From an optimization exercise on the open Yosys and OpenROAD flow, aimed at small area, a short achievable clock period and few clock cycles; shortcuts taken in it are not production practice.
Function was checked by simulation only, so behaviour that the tests miss may differ from the original.
Power and IR drop assume default switching activity.

**flow/run.sh**
```bash
#!/bin/bash
# synth_recipe.tcl (not shown) runs the flow's synth.tcl, then flattens the netlist and writes it again
# the make line also repeats each setting of config.mk as NAME=value (left out here)
make -C /OpenROAD-flow-scripts/flow DESIGN_CONFIG=/design/flow/config.mk WORK_HOME=/design/flow/orfs CLKGATE_MAP_FILE= SYNTH_SCRIPT=/design/flow/synth_recipe.tcl finish
```
**flow/config.mk**
```make
export PLATFORM = sky130hd
export DESIGN_NAME = dict_expand
export DESIGN_NICKNAME = dict_expand
export VERILOG_FILES = /design/flow/design.v
export SDC_FILE = /design/flow/constraint.sdc
export NUM_CORES = 4
export LEC_CHECK = 0
export CAP_MARGIN = 20
export CORE_MARGIN = 2
export CORE_UTILIZATION = 40
export PLACE_DENSITY = 0.6
export SLEW_MARGIN = 20
```
**flow/constraint.sdc**
```tcl
create_clock -name core_clock -period 12.5 [get_ports {clk}]
set_input_delay 2.5000 -clock core_clock [delete_from_list [all_inputs] [get_ports {clk}]]
set_output_delay 2.5000 -clock core_clock [all_outputs]
set_load 0.01 [all_outputs]
```
**flow/design.v**
```verilog
module dict_expand (
    input  wire       clk,
    input  wire       rst,         
    input  wire       start,       
    output wire [1:0] status,      
    output wire [2:0] err,         
    input  wire       in_valid,
    input  wire       in_end,      
    input  wire [7:0] in_data,
    output wire       in_ready,
    output wire       out_valid,
    output wire [7:0] out_data,
    input  wire       out_ready
);
    localparam [1:0] ST_IDLE = 2'd0, ST_BUSY = 2'd1, ST_DONE = 2'd2, ST_ERROR = 2'd3;
    localparam [2:0] E_NONE = 3'd0, E_MALFORMED = 3'd2, E_INVARIANT = 3'd3,
                     E_CAPACITY = 3'd4;
    function [10:0] phase_tab;
        input [5:0] sel;           
        begin
            case (sel)
            6'd8: phase_tab = {3'd0, 8'b11111111};
            6'd16: phase_tab = {3'd0, 8'b10101010};
            6'd17: phase_tab = {3'd1, 8'b01010101};
            6'd24: phase_tab = {3'd2, 8'b00100100};
            6'd25: phase_tab = {3'd0, 8'b10010010};
            6'd26: phase_tab = {3'd1, 8'b01001001};
            6'd32: phase_tab = {3'd0, 8'b10001000};
            6'd33: phase_tab = {3'd1, 8'b01000100};
            6'd34: phase_tab = {3'd2, 8'b00100010};
            6'd35: phase_tab = {3'd3, 8'b00010001};
            6'd40: phase_tab = {3'd3, 8'b00010000};
            6'd41: phase_tab = {3'd4, 8'b00001000};
            6'd42: phase_tab = {3'd0, 8'b10000100};
            6'd43: phase_tab = {3'd1, 8'b01000010};
            6'd44: phase_tab = {3'd2, 8'b00100001};
            6'd48: phase_tab = {3'd2, 8'b00100000};
            6'd49: phase_tab = {3'd3, 8'b00010000};
            6'd50: phase_tab = {3'd4, 8'b00001000};
            6'd51: phase_tab = {3'd5, 8'b00000100};
            6'd52: phase_tab = {3'd0, 8'b10000010};
            6'd53: phase_tab = {3'd1, 8'b01000001};
            default: phase_tab = 11'd0;
            endcase
        end
    endfunction
    function [2:0] code_width;
        input [7:0] u;
        begin
            if      (u <= 8'd2)  code_width = 3'd1;
            else if (u <= 8'd4)  code_width = 3'd2;
            else if (u <= 8'd8)  code_width = 3'd3;
            else if (u <= 8'd16) code_width = 3'd4;
            else if (u <= 8'd32) code_width = 3'd5;
            else                 code_width = 3'd6;
        end
    endfunction
    reg  [1:0] st;
    reg        em;                 
    reg  [2:0] err_r;
    reg        rdy;
    reg  [5:0] ph;
    reg  [6:0] nb;                 
    reg        lagv;               
    reg  [7:0] hdr0;               
    reg  [2:0] ulo;                
    reg  [2:0] cw;
    wire [7:0] U   = {hdr0[4:0], ulo};
    wire [2:0] pad = 3'd0 - hdr0[7:5];
    wire busy     = (st == ST_BUSY);
    wire start_go = start & ~busy;
    wire acc      = in_valid & rdy;
    wire wr       = acc & ~in_end;
    wire endm     = acc & in_end;
    reg  [511:0] ring;
    always @(posedge clk)
        ring <= {ring[503:0], wr ? in_data : ring[511:504]};
    wire [511:0] dview;
    genvar g;
    generate
        for (g = 0; g < 64; g = g + 1) begin : g_view
            assign dview[8*g +: 8] = {ring[8*g +: 5], ring[8*((g+63)%64)+5 +: 3]};
        end
    endgenerate
    reg  [2:0] jph;                
    reg  [8:0] n_acc;              
    reg        bad_acc;            
    reg  [1:0] errl;               
    reg  [8:0] nl;                 
    wire [6:0] k         = nb - 7'd1;
    wire [8:0] u1        = {1'b0, U} + 9'd1;
    wire       first_cb  = ({2'b00, k} == u1);            
    wire       code_byte = (U != 8'd0) && ({2'b00, k} >= u1);
    reg  [2:0] je0;
    always @(*) begin
        case (cw)
            3'd2:    je0 = 3'd1;
            3'd4:    je0 = 3'd1;
            3'd5:    je0 = 3'd2;
            3'd6:    je0 = 3'd3;
            default: je0 = 3'd0;
        endcase
    end
    wire [2:0]  je   = first_cb ? je0 : jph;
    wire [10:0] ptab = phase_tab({cw, je});
    wire [2:0]  jn   = ptab[10:8];
    wire [15:0] cwin  = {ring[15:8], ring[7:0]};        
    wire [5:0]  cmask = (6'd1 << cw) - 6'd1;
    reg  [7:0]  ends, vmask, ge;
    integer i;
    always @(*) begin
        for (i = 0; i < 8; i = i + 1) begin
            ends[i]  = ptab[i] & code_byte & (~first_cb | (i >= 3));
            vmask[i] = (i < 8 - pad);
            ge[i]    = ((cwin[7-i +: 6] & cmask) >= U[5:0]);
        end
    end
    wire [7:0] vends     = ends & vmask;
    wire       bad_all   = |(ends & ge);
    wire       bad_valid = |(vends & ge);
    reg  [3:0] cnt_all, cnt_valid;
    always @(*) begin
        cnt_all = 4'd0;
        cnt_valid = 4'd0;
        for (i = 0; i < 8; i = i + 1) begin
            cnt_all   = cnt_all + {3'd0, ends[i]};
            cnt_valid = cnt_valid + {3'd0, vends[i]};
        end
    end
    wire [8:0] nl_c = n_acc + {5'd0, cnt_valid};
    wire       pz   = first_cb && (pad == 3'd5);             
    reg  [1:0] errl_c;
    always @(*) begin
        if (k == 7'd0)
            errl_c = 2'd2;
        else if (k == 7'd1)
            errl_c = (U != 8'd0) ? 2'd2 : (pad == 3'd5) ? 2'd0 : 2'd3;
        else if (U == 8'd0 || {1'b0, U} >= {1'b0, k})
            errl_c = 2'd2;
        else if (first_cb && pad[2:1] == 2'b11)
            errl_c = 2'd3;
        else if (!pz && !ends[7 - pad])
            errl_c = 2'd2;
        else if (bad_acc | bad_valid)
            errl_c = 2'd3;
        else
            errl_c = 2'd0;
    end
    wire [1:0] err_use = lagv ? errl_c : errl;
    wire [8:0] n_use   = lagv ? nl_c : nl;
    wire       pz_use  = lagv ? pz : (nl == 9'd0);
    reg        einit;
    reg  [6:0] fk;                 
    reg  [5:0] fp;                 
    reg  [7:0] w0, w1;
    reg        v0, v1;
    reg  [3:0] s;                  
    reg        s2v;
    reg  [5:0] dp;                 
    reg        hv;
    reg  [7:0] head;
    reg        ov;
    reg  [8:0] left;
    wire [7:0]  F = dview[8*fp +: 8];
    wire [7:0]  H = dview[8*dp +: 8];
    wire        avail = einit & ((nb > fk + 7'd1) | (em & (nb > fk)));
    wire [15:0] wwin  = {w0, w1} >> s;
    wire [5:0]  code  = wwin[5:0] & cmask;
    wire        xword = (s <= 4'd8);
    wire        span  = (s < 4'd8);
    wire        can1  = v0 & (~span | v1);
    wire        take  = ov & out_ready;
    wire        adv2  = s2v & (~hv | take);
    wire        adv1  = can1 & (~s2v | adv2);
    wire        hv_n  = adv2 | (hv & ~take);
    wire        csh   = adv1 & xword;
    wire [7:0]  a0    = csh ? w1 : w0;
    wire        av0   = csh ? v1 : v0;
    wire        av1   = csh ? 1'b0 : v1;
    wire        fetch = (~av0 | ~av1) & avail;
    wire        init_e = lagv && (nb == 7'd2);
    always @(posedge clk) begin
        if (start_go) begin
            v0 <= 1'b0;
            v1 <= 1'b0;
            einit <= 1'b0;
        end else begin
            w0 <= av0 ? a0 : F;
            v0 <= av0 | fetch;
            if (av0 & ~av1) w1 <= F;
            v1 <= av1 | (av0 & fetch);
            if (init_e) begin
                einit <= 1'b1;
                fk    <= 7'd1 + {1'b0, U[5:0]};
                fp    <= ph - U[5:0];
                s     <= 4'd0 - {1'b0, code_width(U)};
            end else begin
                fk <= fk + {6'd0, fetch};
                if (!fetch) fp <= fp + 6'd1;
                if (adv1) s <= xword ? s - {1'b0, cw} + 4'd8 : s - {1'b0, cw};
            end
        end
        if (adv1) dp <= ph - code;
        else      dp <= dp + 6'd1;
        if (start_go)  s2v <= 1'b0;
        else if (adv1) s2v <= 1'b1;
        else if (adv2) s2v <= 1'b0;
        if (adv2) head <= H;
        hv <= start_go ? 1'b0 : hv_n;
    end
    always @(posedge clk) begin
        ph   <= start_go ? 6'd63 : ph + 6'd1;
        lagv <= wr;
        cw   <= code_width(U);
        if (wr && nb == 7'd0) hdr0 <= in_data;
        if (wr && nb == 7'd1) ulo  <= in_data[7:5];
        if (start_go) begin
            n_acc   <= 9'd0;
            bad_acc <= 1'b0;
            errl    <= 2'd2;
            nl      <= 9'd0;
        end else if (lagv) begin
            errl <= errl_c;
            nl   <= nl_c;
            if (code_byte) begin
                jph     <= jn;
                n_acc   <= n_acc + {5'd0, cnt_all};
                bad_acc <= bad_acc | bad_all;
            end
        end
        if (take) left <= left - 9'd1;
        if (rst) begin
            st    <= ST_IDLE;
            err_r <= E_NONE;
            rdy   <= 1'b0;
            ov    <= 1'b0;
        end else if (start_go) begin
            st    <= ST_BUSY;
            em    <= 1'b0;
            err_r <= E_NONE;
            rdy   <= 1'b1;
            nb    <= 7'd0;
            ov    <= 1'b0;
        end else if (busy && !em) begin
            if (wr) begin
                if (nb[6]) begin
                    st    <= ST_ERROR;
                    err_r <= E_CAPACITY;
                    rdy   <= 1'b0;
                end else begin
                    nb  <= nb + 7'd1;
                    rdy <= 1'b1;
                end
            end else if (endm) begin
                rdy <= 1'b0;
                if (err_use != 2'd0) begin
                    st    <= ST_ERROR;
                    err_r <= {1'b0, err_use};
                end else if (pz_use) begin
                    st <= ST_DONE;
                end else begin
                    em   <= 1'b1;
                    left <= n_use;
                    ov   <= hv_n;
                end
            end else begin
                rdy <= (ph + 6'd2 == nb[5:0]);
            end
        end else if (busy) begin
            if (take && left == 9'd1) begin
                st <= ST_DONE;
                ov <= 1'b0;
            end else begin
                ov <= hv_n;
            end
        end else begin
            ov <= 1'b0;
        end
    end
    assign status    = st;
    assign err       = err_r;
    assign in_ready  = rdy;
    assign out_valid = ov;
    assign out_data  = head;
endmodule
```
==> summary.txt, run 1 <==
Max FO, Critical Path=15; die area=74100 um^2; core footprint=71400 um^2; Clk Tree Root Cell=clkbuf_16; Synth Area in Adders=0.0638; most frequent CP cell=fa_1; largest family of logic cells by synthesized area=multiplexers; Post-Place Cell Area=29900 um^2; CP startpoint=ulo[0]; Starting Density=0.403; cells after synthesis=2125; Clk pin slew, worst setup/hold paths=60 ps; Syn-to-layout area delta=11.9%; Post-synth ARST share=0; Combinational Power Share=0.212; synth unique cells=96; Die Height=272 um; # rows=98; setup violators final=0; total clock sinks=633; Hold Crit Class=reg2reg; multiplexer share of the synthesized area=0.282; wire per inst=21.4 um; clock latency (worst-skew pair)=600 ps; dominant synthesized flop cell=dfxtp_1; # fillers=6360; Layout Skew=14.6 ps; I/O pin count=29; Synth Area in Simple Gates=0.0784; Slew @ Worst Pin=1020 ps; Flop pwr share=0.417; first-pass GRT wire length=107 mm; Slew Limit Fails=0; R2R depth=30; commonest cells after routing, fill and taps aside=566 x dfxtp_1, 337 x mux4_2, 126 x ha_1; worst vdd rail ir drop=0.000141 V; grt ovf=0; Longest Clk Path Bufs=3; Post-CTS Setup Repair Bufs=0; initial antenna violation count=1; Crit path required time=12970 ps; largest net degree at the start of global routing=106; fin crit share=0.662; Post-Syn Nets=2278; RSZ-0062 raised after global routing=false; Post-synth EDFFs=63; startpoint types=flip-flop; Gates resized, CTS repair=0; slowest CP cell=edfxtp_1; reg-to-reg slack, setup=4230 ps; setup TNS=0 ps; DR vias/cell=5.67; reg2reg start=ulo[0]; Num CTS Buffers=67; pwr dens=170 nW/um^2; vias in the first global route=18400; Layout Utilization=0.451; GPL Wtd Cong=0.893; maxcap violations=0; H-Tree Depth=3; post-route cell area=32200 um^2; status=complete, no violations; fraction of layout instances using a drive strength above 1=0.246; hold depth=0; final hold violations=0; most common cell after layout, fill and taps aside=dfxtp_1; slowest cell delay on critical path=750 ps; synth warn=1; CP Buf/Inv Count=1; Fmax=121 MHz; total track usage=0.183; leakage=12.1 nW; critical path class=reg2reg; # diodes=0; max_slew headroom=0.306; WP data arrival=8740 ps; Min Clock Period, post-route=8270 ps; CP Capture Type=flip-flop; cell area after synthesis=28800 um^2; switch share=0.291; Die Width=272 um; Seq/Total Area, Yosys=0.462; Hold Path Origin=ring[85]; Switch Pwr=1.59 mW; Post-Route WL=66.7 mm; Residual DRC=0; CTS Hold Bufs=0; post-DP HPWL=43.9 mm; Avg Inst Size Synth=13.5 um^2; Top Family by Delay on Critical Path=adder cells; NumNets Final=2269; r2r endpoint=left[8]; DR vias=17700; Port Buf Inserts=28; compound-cell area share of the yosys netlist=0.0610; power consumption=5.48 mW; clock network fraction of total power=0.371; Pre-Repair DR Iteration Count=5; 1st-iter DRT viols=1198; P_int=3.88 mW; Synth Register Bits=633; antenna viol nets, final=0; Hold Path Sink=ring[93]; CTS tree=done; Synth Area in XOR/XNOR=0.0237
-- final cells by class --
| class | instances | area, um^2 | area share |
|---|---|---|---|
| Multi-Input combinational cell | 1291 | 14600 | 0.455 |
| Inverter | 70 | 263 | 0.00816 |
| Timing Repair Buffer | 53 | 500 | 0.0155 |
| Sequential cell | 633 | 13300 | 0.413 |
| Clock inverter | 24 | 282 | 0.00874 |
| Clock buffer | 97 | 2000 | 0.0623 |
| Tap cell | 950 | 1190 | 0.0369 |
-- worst max-delay path by stage --
stage,end,slack (ps),depth (start not counted)
6_report,left[8],4230,30
5_1_grt,left[8],3650,30
4_1_cts,left[8],4320,30
3_5_place_dp,left[8],4320,33
3_3_place_gp,left[8],4500,33
2_1_floorplan,left[8],5230,35
-- routing by layer --
metal	wire length (um)	global-route usage	vias to the layer above
met4	1350	0.0451	0
met3	3080	0.0320	103
met5	0	0	-
li1	-	-	8096
met2	31500	0.297	407
met1	30800	0.256	9069
-- cells by family after synthesis --
kind of cell	count (synthesis)
AND/OR/NAND/NOR	435
buffers and inverters	201
multiplexers	387
flip-flops	633
AO/OA/AOI/OAI	252
adder cells (fa/ha/maj)	139
XOR/XNOR	78
-- worst reg2reg max path: cells and delay by family, from the launching register on --
| kind | cells | cell delay, ps |
|---|---|---|
| DFF | 1 | 750 |
| adders and majority gates | 8 | 3280 |
| buffers and inverters | 1 | 80 |
| muxes | 1 | 100 |
| AOI/OAI and AO/OA | 5 | 1250 |
| xor gates and xnor gates | 2 | 340 |
| and+or+nand+nor | 13 | 2360 |
-- per-stage QoR --
| step | cells | worst slack [ps] | hold WS, ps |
|---|---|---|---|
| after floorplan | 2125 | 5230 | 341 |
| after global placement | 2996 | 4500 | 346 |
| after detailed placement | 2996 | 4320 | 351 |
| after CTS | 3117 | 4320 | 357 |
| after global routing | 3118 | 3650 | 366 |
| final | 3118 | 4230 | 352 |
-- registers in the layout, indices dropped and copies added, names as in the netlist, 3 cells and up --
name   cells
ulo        3
hdr0       8
w0         8
left       9
nb         7
dp         6
n_acc      9
ring     512
head       8
fp         6
nl         9
err_r      3
cw         3
jph        3
ph         6
s          4
w1         8
fk         7
-- synth_stat cells (4+ instances only) --
library cell | number | share of area
dfxtp_1 | 570 | 0.40
mux4_2 | 337 | 0.26
ha_1 | 126 | 0.055
nand2_1 | 116 | 0.015
clkbuf_1 | 83 | 0.011
nor2_1 | 76 | 0.0099
inv_1 | 68 | 0.0089
edfxtp_1 | 63 | 0.066
a21oi_1 | 59 | 0.010
o21ai_0 | 57 | 0.0099
nand3_1 | 48 | 0.0083
xnor2_1 | 46 | 0.014
mux2i_1 | 35 | 0.012
nor2b_1 | 32 | 0.0070
xor2_1 | 32 | 0.0097
nor3_1 | 30 | 0.0052
nand2b_1 | 27 | 0.0059
and2_1 | 23 | 0.0050
a21o_1 | 21 | 0.0055
buf_1 | 21 | 0.0027
and3_1 | 18 | 0.0039
buf_2 | 18 | 0.0031
mux2_2 | 15 | 0.0059
a31oi_1 | 14 | 0.0030
fa_1 | 13 | 0.0090
nand4_1 | 11 | 0.0024
o21a_1 | 11 | 0.0029
or3_1 | 10 | 0.0022
a211oi_1 | 8 | 0.0021
or2_2 | 7 | 0.0015
o211ai_1 | 6 | 0.0016
a2111oi_0 | 5 | 0.0015
nor4_1 | 5 | 0.0011
o31ai_1 | 5 | 0.0013
or4_1 | 5 | 0.0013
a21oi_2 | 4 | 0.0012
nor3b_1 | 4 | 0.0010
o31a_1 | 4 | 0.0012
-- power groups by stage --
stage / Combinational (mW) / Sequential [mW] / Clock, mW
after detailed placement: 1.17 / 2.34 / 0
final: 1.16 / 2.29 / 2.03
after floorplan: 0.952 / 2.22 / 0
after global placement: 1.17 / 2.34 / 0
after CTS: 1.17 / 2.30 / 2.08
after global routing: 1.26 / 2.30 / 2.16
Testbench counts, summed over its fixed seeds: cycles 30,491.
==> inputs of run 2 (changes only) <==
--- a/flow/design.v
+++ b/flow/design.v
@@ -66,5 +66,9 @@
     reg  [2:0] ulo;                
+    wire [7:0] U   = {hdr0[4:0], ulo};
+    wire [5:0] U6  = U[5:0];
+    wire [2:0] pad = 3'd0 - hdr0[7:5];
     reg  [2:0] cw;
-    wire [7:0] U   = {hdr0[4:0], ulo};
-    wire [2:0] pad = 3'd0 - hdr0[7:5];
+    reg  [5:0] cmask;              
+    reg  [2:0] je0;                
+    reg  [7:0] vmask;              
     wire busy     = (st == ST_BUSY);
@@ -84,2 +88,3 @@
     endgenerate
+    reg        pf_k0, pf_k1, pf_first, pf_code, pf_e2;
     reg  [2:0] jph;                
@@ -89,22 +94,10 @@
     reg  [8:0] nl;                 
-    wire [6:0] k         = nb - 7'd1;
-    wire [8:0] u1        = {1'b0, U} + 9'd1;
-    wire       first_cb  = ({2'b00, k} == u1);            
-    wire       code_byte = (U != 8'd0) && ({2'b00, k} >= u1);
-    reg  [2:0] je0;
-    always @(*) begin
-        case (cw)
-            3'd2:    je0 = 3'd1;
-            3'd4:    je0 = 3'd1;
-            3'd5:    je0 = 3'd2;
-            3'd6:    je0 = 3'd3;
-            default: je0 = 3'd0;
-        endcase
-    end
-    wire [2:0]  je   = first_cb ? je0 : jph;
+    reg        pzl;                
+    wire       code_byte = pf_code & ~pf_k0 & ~pf_k1;
+    wire       first_cb  = pf_first & ~pf_k0 & ~pf_k1;
+    wire [2:0] je   = first_cb ? je0 : jph;
     wire [10:0] ptab = phase_tab({cw, je});
-    wire [2:0]  jn   = ptab[10:8];
-    wire [15:0] cwin  = {ring[15:8], ring[7:0]};        
-    wire [5:0]  cmask = (6'd1 << cw) - 6'd1;
-    reg  [7:0]  ends, vmask, ge;
+    wire [2:0] jn   = ptab[10:8];
+    wire [15:0] cwin = ring[15:0];                        
+    reg  [7:0]  ends, ge;
     integer i;
@@ -112,5 +105,4 @@
         for (i = 0; i < 8; i = i + 1) begin
-            ends[i]  = ptab[i] & code_byte & (~first_cb | (i >= 3));
-            vmask[i] = (i < 8 - pad);
-            ge[i]    = ((cwin[7-i +: 6] & cmask) >= U[5:0]);
+            ends[i] = ptab[i] & code_byte & (~first_cb | (i >= 3));
+            ge[i]   = ((cwin[7-i +: 6] & cmask) >= U6);
         end
@@ -130,10 +122,10 @@
     wire [8:0] nl_c = n_acc + {5'd0, cnt_valid};
-    wire       pz   = first_cb && (pad == 3'd5);             
+    wire       pz   = pf_k1 | (first_cb && pad == 3'd5);     
     reg  [1:0] errl_c;
     always @(*) begin
-        if (k == 7'd0)
+        if (pf_k0)
             errl_c = 2'd2;
-        else if (k == 7'd1)
+        else if (pf_k1)
             errl_c = (U != 8'd0) ? 2'd2 : (pad == 3'd5) ? 2'd0 : 2'd3;
-        else if (U == 8'd0 || {1'b0, U} >= {1'b0, k})
+        else if (pf_e2)
             errl_c = 2'd2;
@@ -150,8 +142,9 @@
     wire [8:0] n_use   = lagv ? nl_c : nl;
-    wire       pz_use  = lagv ? pz : (nl == 9'd0);
+    wire       pz_use  = lagv ? pz : pzl;
     reg        einit;
-    reg  [6:0] fk;                 
-    reg  [5:0] fp;                 
-    reg  [7:0] w0, w1;
-    reg        v0, v1;
+    reg  [6:0] cur;                
+    reg  [5:0] p;                  
+    reg  [7:0] dlt;                
+    reg  [7:0] sl0, sl1, sl2, sl3;
+    reg  [3:0] sv;
     reg  [3:0] s;                  
@@ -163,9 +156,18 @@
     reg  [8:0] left;
-    wire [7:0]  F = dview[8*fp +: 8];
-    wire [7:0]  H = dview[8*dp +: 8];
-    wire        avail = einit & ((nb > fk + 7'd1) | (em & (nb > fk)));
+    reg  [7:0] w0, w1;
+    always @(*) begin
+        case (cur[1:0])
+            2'd0: begin w0 = sl0; w1 = sl1; end
+            2'd1: begin w0 = sl1; w1 = sl2; end
+            2'd2: begin w0 = sl2; w1 = sl3; end
+            default: begin w0 = sl3; w1 = sl0; end
+        endcase
+    end
+    wire [3:0]  svr  = {sv, sv} >> cur[1:0];
+    wire        v0   = svr[0];
+    wire        v1   = svr[1];
     wire [15:0] wwin  = {w0, w1} >> s;
     wire [5:0]  code  = wwin[5:0] & cmask;
-    wire        xword = (s <= 4'd8);
-    wire        span  = (s < 4'd8);
+    wire        xw    = (s <= 4'd8);                      
+    wire        span  = (s < 4'd8);                       
     wire        can1  = v0 & (~span | v1);
@@ -175,27 +177,33 @@
     wire        hv_n  = adv2 | (hv & ~take);
-    wire        csh   = adv1 & xword;
-    wire [7:0]  a0    = csh ? w1 : w0;
-    wire        av0   = csh ? v1 : v0;
-    wire        av1   = csh ? 1'b0 : v1;
-    wire        fetch = (~av0 | ~av1) & avail;
+    wire        cons  = adv1 & xw;                        
+    wire [5:0]  pt    = p - {5'd0, v0};
+    wire [2:0]  jt    = {1'b0, pt[1:0]} + {2'd0, v0};
+    wire [7:0]  F     = dview[32*pt[5:2] +: 8];
+    wire        tav   = einit & (($signed(dlt) > $signed({5'd0, jt} + 8'd1)) |
+                                 (em & ($signed(dlt) > $signed({5'd0, jt}))));
+    wire        load  = tav & (~jt[2] | cons);
+    wire [3:0]  lsel  = 4'd1 << ph[1:0];
+    wire [3:0]  csel  = {3'd0, cons} << cur[1:0];
     wire        init_e = lagv && (nb == 7'd2);
     always @(posedge clk) begin
+        if (load & lsel[0]) sl0 <= F;
+        if (load & lsel[1]) sl1 <= F;
+        if (load & lsel[2]) sl2 <= F;
+        if (load & lsel[3]) sl3 <= F;
         if (start_go) begin
-            v0 <= 1'b0;
-            v1 <= 1'b0;
+            sv    <= 4'd0;
             einit <= 1'b0;
         end else begin
-            w0 <= av0 ? a0 : F;
-            v0 <= av0 | fetch;
-            if (av0 & ~av1) w1 <= F;
-            v1 <= av1 | (av0 & fetch);
+            sv <= (sv & ~csel) | ({4{load}} & lsel);
             if (init_e) begin
                 einit <= 1'b1;
-                fk    <= 7'd1 + {1'b0, U[5:0]};
-                fp    <= ph - U[5:0];
+                cur   <= 7'd1 + {1'b0, U6};
+                p     <= ph - U6;
+                dlt   <= 8'd1 + {7'd0, wr} - {2'd0, U6};
                 s     <= 4'd0 - {1'b0, code_width(U)};
             end else begin
-                fk <= fk + {6'd0, fetch};
-                if (!fetch) fp <= fp + 6'd1;
-                if (adv1) s <= xword ? s - {1'b0, cw} + 4'd8 : s - {1'b0, cw};
+                cur <= cur + {6'd0, cons};
+                p   <= p + {5'd0, ~cons};
+                dlt <= dlt + {7'd0, wr} - {7'd0, cons};
+                if (adv1) s <= xw ? s - {1'b0, cw} + 4'd8 : s - {1'b0, cw};
             end
@@ -207,3 +215,3 @@
         else if (adv2) s2v <= 1'b0;
-        if (adv2) head <= H;
+        if (adv2) head <= dview[8*dp +: 8];
         hv <= start_go ? 1'b0 : hv_n;
@@ -213,3 +221,18 @@
         lagv <= wr;
-        cw   <= code_width(U);
+        cw    <= code_width(U);
+        cmask <= (6'd1 << code_width(U)) - 6'd1;
+        case (code_width(U))
+            3'd2:    je0 <= 3'd1;
+            3'd4:    je0 <= 3'd1;
+            3'd5:    je0 <= 3'd2;
+            3'd6:    je0 <= 3'd3;
+            default: je0 <= 3'd0;
+        endcase
+        for (i = 0; i < 8; i = i + 1)
+            vmask[i] <= (i < 8 - pad);
+        pf_k0    <= (nb == 7'd0);
+        pf_k1    <= (nb == 7'd1);
+        pf_first <= ({2'b00, nb} == {1'b0, U} + 9'd1);
+        pf_code  <= (U != 8'd0) && ({2'b00, nb} >= {1'b0, U} + 9'd1);
+        pf_e2    <= (U == 8'd0) || ({1'b0, U} >= {2'b00, nb});
         if (wr && nb == 7'd0) hdr0 <= in_data;
@@ -221,2 +244,3 @@
             nl      <= 9'd0;
+            pzl     <= 1'b0;
         end else if (lagv) begin
@@ -224,2 +248,3 @@
             nl   <= nl_c;
+            pzl  <= pz;
             if (code_byte) begin
==> run 2 against run 1 <==
Compared with the run above:
- still clean on timing, DRC and antenna
- sequential share of layout area grew 5.1 points
- first-iteration DRC count shrank 9.9%
- worst hold slack lost 17 ps
- clock skew grew 5.6 ps
- combinational power shrank 13%
- die area shrank 5.2%
- maximum frequency grew 43%
- non-clock buffer count shrank 8
- power grew 2.9%
- count of clock-buffer cells in the layout grew 5
- area after synthesis shrank 5.2%
- global-route usage shrank 0.62 points
- critical endpoint unchanged
==> summary.txt, run 2 <==
status=complete, no violations (unchanged); largest net degree at the start of global routing=107 (was 106); most common cell after layout, fill and taps aside=dfxtp_1 (unchanged); grt ovf=0 (unchanged); core footprint=67300 um^2 (was 71400 um^2); WP data arrival=6260 ps (was 8740 ps); leakage=12.0 nW (was 12.1 nW); Switch Pwr=1.55 mW (was 1.59 mW); 1st-iter DRT viols=1079 (was 1198); Post-Route WL=60.9 mm (was 66.7 mm); # fillers=6017 (was 6360); Syn-to-layout area delta=13.3% (was 11.9%); R2R depth=20 (was 30); clock latency (worst-skew pair)=610 ps (was 600 ps); clock network fraction of total power=0.387 (was 0.371); Die Height=265 um (was 272 um); first-pass GRT wire length=97.9 mm (was 107 mm); CTS tree=done (unchanged); synth warn=1 (unchanged); Worst Hold Slack=335 ps (was 352 ps); dominant synthesized flop cell=dfxtp_1 (unchanged); H-Tree Depth=3 (unchanged); Seq/Total Area, Yosys=0.526 (was 0.462); hold depth=0 (unchanged); RSZ-0062 raised after global routing=false (unchanged); fraction of layout instances using a drive strength above 1=0.183 (was 0.246); Min Clock Period, post-route=5790 ps (was 8270 ps); Longest Clk Path Bufs=3 (unchanged); slowest CP cell=dfxtp_1 (was edfxtp_1); cells after synthesis=2062 (was 2125); I/O pin count=29 (unchanged); Starting Density=0.405 (was 0.403); Max FO, Critical Path=22 (was 15); register bank with the most flops=ring (unchanged); Fmax=173 MHz (was 121 MHz); antenna viol nets, final=0 (unchanged); total clock sinks=675 (was 633); slowest cell delay on critical path=890 ps (was 750 ps); setup violators final=0 (unchanged); Slew Limit Fails=0 (unchanged); Post-synth EDFFs=82 (was 63); Synth Register Bits=675 (was 633); DR vias/cell=5.36 (was 5.67); Port Buf Inserts=28 (unchanged); critical path class=reg2reg (unchanged); Multi-input gate area=12200 um^2 (was 14600 um^2); synth unique cells=75 (was 96); Flop pwr share=0.433 (was 0.417); most frequent CP cell=fa_1 (unchanged); Avg Inst Size Synth=13.2 um^2 (was 13.5 um^2); CP Capture Type=flip-flop (unchanged); area leader, netlist=dfxtp_1 (unchanged); vias in the first global route=16900 (was 18400); Crit path required time=12970 ps (about the same); total track usage=0.177 (was 0.183); Post-synth ARST share=0 (unchanged); worst vdd rail ir drop=0.000122 V (was 0.000141 V); CTS Hold Bufs=0 (unchanged); # diodes=0 (unchanged); cell area after synthesis=27300 um^2 (was 28800 um^2); Synth area leaders=dfxtp_1 44%, mux4_2 19%, edfxtp_1 9.0% (was dfxtp_1 40%, mux4_2 26%, edfxtp_1 6.6%); switch share=0.275 (was 0.291); wire per inst=20.2 um (was 21.4 um); fin crit share=0.464 (was 0.662); Layout Skew=20.1 ps (was 14.6 ps); power consumption=5.63 mW (was 5.48 mW); Critical Path, Cell by Cell=nand2b_1, or4_1, o31a_1, nand3_1, nor2_1, fa_1, inv_1, fa_1, fa_1, fa_1, fa_1, nor2b_1, o21ai_0, nand2b_1, and3_1, nand3_1, xor2_1, nand2_1, o21ai_0, mux2i_1; Gates resized, CTS repair=0 (unchanged); most frequent cell after synthesis=dfxtp_1 (unchanged); die area=70300 um^2 (was 74100 um^2); final hold violations=0 (unchanged); Slew @ Worst Pin=1110 ps (was 1020 ps); Post-Syn Nets=2231 (was 2278); Combinational Power Share=0.180 (was 0.212); reg-to-reg slack, setup=6710 ps (was 4230 ps); # rows=95 (was 98); Clk pin slew, worst setup/hold paths=60 ps (about the same); DR vias=16100 (was 17700); Num CTS Buffers=71 (was 67); register area=14300 um^2 (was 13300 um^2); pwr dens=182 nW/um^2 (was 170 nW/um^2); Post-CTS Setup Repair Bufs=0 (unchanged); GPL Wtd Cong=0.845 (was 0.893); P_int=4.08 mW (was 3.88 mW); maxcap violations=0 (unchanged); post-synth top area share=0.435 (was 0.397); Pre-Repair DR Iteration Count=8 (was 5); initial antenna violation count=0 (was 1); commonest cells after routing, fill and taps aside=589 x dfxtp_1, 227 x mux4_2, 141 x ha_1 (was 566 x dfxtp_1, 337 x mux4_2, 126 x ha_1); setup TNS=0 ps (unchanged); startpoint types=flip-flop (unchanged); Post-Place Cell Area=28400 um^2 (was 29900 um^2); max reg flops=512 (unchanged); post-DP HPWL=40.0 mm (was 43.9 mm); NumNets Final=2253 (was 2269); Clk Tree Root Cell=clkbuf_16 (unchanged); commonest cells in the netlist=593 x dfxtp_1, 227 x mux4_2, 141 x ha_1 (was 570 x dfxtp_1, 337 x mux4_2, 126 x ha_1); post-route cell area=30900 um^2 (was 32200 um^2); max_slew headroom=0.259 (was 0.306); Residual DRC=0 (unchanged); Die Width=265 um (was 272 um); Hold Crit Class=reg2reg (unchanged)
[run 2: cell types whose count changed after synthesis, sizes merged, moves of 6 or more]
cell	previous run	this run
clkbuf	85	64
a31oi	15	9
nand2	116	123
nor2b	32	19
mux4	337	227
ha	126	141
inv	69	86
buf	46	32
dfxtp	570	593
edfxtp	63	82
and2	24	51
o21ai	59	65
[run 2: power groups by stage]
stage,clock network [mW],logic (mW),registers (mW)
6_report,2.18,1.01,2.44
5_1_grt,2.32,1.11,2.45
4_1_cts,2.23,1.03,2.44
3_5_place_dp,0,1.03,2.49
3_3_place_gp,0,1.01,2.49
2_1_floorplan,0,0.837,2.38
[run 2: metrics by stage]
stage               instances   util  setup slack [ps]
floorplan                2062      -              7480
global placement         2883  0.422              6240
detailed placement       2883  0.422              6160
CTS                      3012  0.459              6730
global route             3013  0.459              6290
finish                   3013  0.459              6710
[run 2: final cells by class]
type	instances	share of cell area
clock inverters	27	0.0128
inverters	88	0.0107
repair buffers	45	0.0138
well taps	873	0.0354
multi-input cells	1203	0.396
flip-flops and latches	675	0.464
clock buffers	102	0.0669
[run 2: cell families after synthesis]
logic type	count (synthesis)	synth area share
AOI/OAI and AO/OA	248	0.0587
DFF	675	0.526
muxes	275	0.206
and+or+nand+nor	444	0.0819
xor gates and xnor gates	81	0.0260
adders and majority gates	155	0.0750
buffers and inverters	184	0.0264
[run 2: worst paths after layout]
check / startpoint / to
setup / recovery: cmask[3] / left[8]
hold / removal: ring[42] / ring[50]
setup reg to reg: cmask[3] / left[8]
hold reg to reg: ring[42] / ring[50]
[run 2: worst max-delay path: cells and delay by family, from the launching register on]
| family | cells | cell delay (ps) |
|---|---|---|
| AOI/OAI and AO/OA | 3 | 340 |
| xor gates and xnor gates | 1 | 160 |
| adders and majority gates | 5 | 2280 |
| buffers and inverters | 1 | 50 |
| DFF | 1 | 890 |
| muxes | 1 | 110 |
| and+or+nand+nor | 9 | 1840 |
[run 2: layer usage]
metal  GRT usage  part of all wire  vias up
met5           0                 0        -
met4      0.0586             0.027        0
met3      0.0358             0.042      112
met2       0.277              0.46      307
met1       0.247              0.47     8097
li1            -                 -     7632
Testbench counts of run 2, summed over its fixed seeds: cycles 30,599.
==> inputs of run 3 (changes only) <==
--- a/flow/config.mk
+++ b/flow/config.mk
@@ -7,2 +7,3 @@
 export LEC_CHECK = 0
+export ABC_CLOCK_PERIOD_IN_PS = 3000
 export CAP_MARGIN = 20
==> run 3 against run 2 <==
Compared with the run above:
- still clean
- cell area is the same
- sequential share of layout area unchanged
- maximum frequency unchanged
- worst hold slack is the same
- combinational power hardly changed
- critical endpoint unchanged
- largest cell class unchanged
==> summary.txt, run 3 <==
status=complete, no violations (unchanged); clock latency (worst-skew pair)=610 ps (about the same); compound-cell area share of the yosys netlist=0.0587 (unchanged); area leader, netlist=dfxtp_1 (unchanged); Longest Clk Path Bufs=3 (unchanged); # diodes=0 (unchanged); wire per inst=20.2 um (unchanged); Gates resized, CTS repair=0 (unchanged); Post-CTS Setup Repair Bufs=0 (unchanged); Pre-Repair DR Iteration Count=8 (unchanged); Synth area leaders=dfxtp_1 44%, mux4_2 19%, edfxtp_1 9.0% (unchanged); H-Tree Depth=3 (unchanged); pwr dens=182 nW/um^2 (unchanged); largest net degree at the start of global routing=107 (unchanged); Clk Tree Root Cell=clkbuf_16 (unchanged); largest family of logic cells by synthesized area=multiplexers (unchanged); Fmax=173 MHz (unchanged); Seq/Total Area, Yosys=0.526 (unchanged); Synth Register Bits=675 (unchanged); I/O pin count=29 (unchanged); Post-synth EDFFs=82 (unchanged); Min Clock Period, post-route=5790 ps (unchanged); CP Capture Type=flip-flop (unchanged); commonest cells in the netlist=593 x dfxtp_1, 227 x mux4_2, 141 x ha_1 (unchanged); Synth Area in XOR/XNOR=0.0260 (unchanged); startpoint types=flip-flop (unchanged); Layout Utilization=0.459 (unchanged); Synth Area in Adders=0.0750 (unchanged); Slew Limit Fails=0 (unchanged); post-route cell area=30900 um^2 (unchanged); worst vdd rail ir drop=0.000122 V (unchanged); Clk pin slew, worst setup/hold paths=60 ps (about the same); Hold Crit Class=reg2reg (unchanged); fin crit share=0.464 (unchanged); reg-to-reg slack, setup=6710 ps (about the same); crit path to=left[8] (unchanged); Multi-input gate area=12200 um^2 (unchanged); total clock sinks=675 (unchanged); Port Buf Inserts=28 (unchanged); r2r endpoint=left[8] (unchanged); commonest cells after routing, fill and taps aside=589 x dfxtp_1, 227 x mux4_2, 141 x ha_1 (unchanged); Num CTS Buffers=71 (unchanged); NumNets Final=2253 (unchanged); worst slack at placement=6160 ps (unchanged); power consumption=5.63 mW (unchanged); core footprint=67300 um^2 (unchanged); die area=70300 um^2 (unchanged); most frequent cell after synthesis=dfxtp_1 (unchanged); R2R depth=20 (unchanged); reg2reg start=cmask[3] (unchanged); Slew @ Worst Pin=1110 ps (unchanged); initial antenna violation count=0 (unchanged); post-synth top area share=0.435 (unchanged); Avg Inst Size Synth=13.2 um^2 (unchanged); 1st-iter DRT viols=1079 (unchanged); Starting Density=0.405 (unchanged); antenna viol nets, final=0 (unchanged); CTS tree=done (unchanged); most common cell after layout, fill and taps aside=dfxtp_1 (unchanged); # fillers=6017 (unchanged); synth warn=1 (unchanged); total track usage=0.177 (unchanged); Worst Hold Slack=335 ps (unchanged); Synth Area in Simple Gates=0.0819 (unchanged); setup ws final=6710 ps (unchanged); multiplexer share of the synthesized area=0.206 (unchanged); register bank with the most flops=ring (unchanged); CP startpoint=cmask[3] (unchanged); # rows=95 (unchanged); fraction of layout instances using a drive strength above 1=0.183 (unchanged); Post-Place Cell Area=28400 um^2 (unchanged); CTS Hold Bufs=0 (unchanged); critical path class=reg2reg (unchanged); Post-synth ARST share=0 (unchanged); setup violators final=0 (unchanged); final hold violations=0 (unchanged); synth unique cells=75 (unchanged); Die Height=265 um (unchanged); leakage=12.0 nW (unchanged); post-DP HPWL=40.0 mm (unchanged); Syn-to-layout area delta=13.3% (unchanged); fin cells=3013 (unchanged); Max FO, Critical Path=22 (unchanged); DR vias/cell=5.36 (unchanged); setup TNS=0 ps (unchanged); WP data arrival=6260 ps (about the same); maxcap violations=0 (unchanged); GPL Wtd Cong=0.845 (unchanged); Crit path required time=12970 ps (about the same); cells after synthesis=2062 (unchanged); max_slew headroom=0.259 (unchanged); register area=14300 um^2 (unchanged); max reg flops=512 (unchanged); Post-Route WL=60.9 mm (unchanged); dominant synthesized flop cell=dfxtp_1 (unchanged); RSZ-0062 raised after global routing=false (unchanged); Post-Syn Nets=2231 (unchanged); Layout Skew=20.1 ps (unchanged); vias in the first global route=16900 (unchanged); grt ovf=0 (unchanged); Post-Place Cells=2883 (unchanged); Die Width=265 um (unchanged); DR vias=16100 (unchanged); first-pass GRT wire length=97.9 mm (unchanged); cell area after synthesis=27300 um^2 (unchanged); Residual DRC=0 (unchanged)
[run 3: metal layers]
layer,wire [um],global-route usage,vias to the layer above
met5,0,0,-
met1,28700,0.247,8097
met3,2550,0.0358,112
li1,-,-,7632
met4,1670,0.0586,0
met2,28000,0.277,307
[run 3: worst max-delay path, cell delays in order (launching register included)]
cell	delay [ps]
dfxtp_1	890
nand2b_1	380
or4_1	550
o31a_1	140
nand3_1	220
nor2_1	90
fa_1	490
inv_1	50
fa_1	510
fa_1	440
fa_1	420
fa_1	420
nor2b_1	110
o21ai_0	80
nand2b_1	110
and3_1	200
nand3_1	100
xor2_1	160
nand2_1	80
o21ai_0	120
mux2i_1	110
[run 3: how the worst min path moves through the flow]
| stage | end | startpoint | slack, ps | depth (start not counted) |
|---|---|---|---|---|
| after floorplan | ring[116] | ring[108] | 330 | 0 |
| after global placement | ring[28] | ring[20] | 330 | 0 |
| after detailed placement | ring[21] | ring[13] | 330 | 0 |
| after CTS | ring[465] | ring[457] | 340 | 0 |
| after global routing | ring[481] | ring[473] | 350 | 0 |
| final | ring[50] | ring[42] | 330 | 0 |
[run 3: cell families after synthesis]
| family | Yosys count |
|---|---|
| simple gates | 444 |
| fa+ha+maj | 155 |
| flops | 675 |
| compound gates | 248 |
| mux | 275 |
| xor+xnor | 81 |
| buf+inv | 184 |
[run 3: cell type report]
type | instances | area share
Timing Repair Buffer | 45 | 0.0138
Clock buffer | 102 | 0.0669
Tap cell | 873 | 0.0354
Sequential cell | 675 | 0.464
Clock inverter | 27 | 0.0128
Inverter | 88 | 0.0107
Multi-Input combinational cell | 1203 | 0.396
[run 3: power by group]
part	switching, mW	leakage [nW]	internal, mW	total, mW
Sequential	0.147	5.58	2.29	2.44
Clock	0.871	1.21	1.31	2.18
Combinational	0.531	5.17	0.482	1.01

-- port drivers added, routing unchanged --
In the flow no input, the clock included, has a driving cell. The finished layouts below were timed again as built, in two steps. Step 1, drivers: a clkbuf_16 drives clk and a buf_2 each remaining input, both assumed. Step 2 adds t to the input delays and takes it off the output delays; t is the mean of the earliest and latest rising clock arrival at the registers after step 1. Input paths then give back, and output paths get back, about the clock's delay inside the block. a / b / c = no drivers / after step 1 / after step 2; a / b = the first two.
| run | t (ns) | slack for setup (ns) | clock arrival spread, ns | worst slew at a driven data input, ns |
|---|---|---|---|---|
| run 1 | 0.655 | 4.231 / 4.231 / 4.231 | 0.015 / 0.015 | 0.04 |
| run 2 | 0.662 | 6.705 / 6.705 / 6.136 | 0.026 / 0.026 | 0.04 |
| run 3 | 0.662 | 6.705 / 6.705 / 6.136 | 0.026 / 0.026 | 0.04 |
After both steps setup and hold are still met in every run listed.
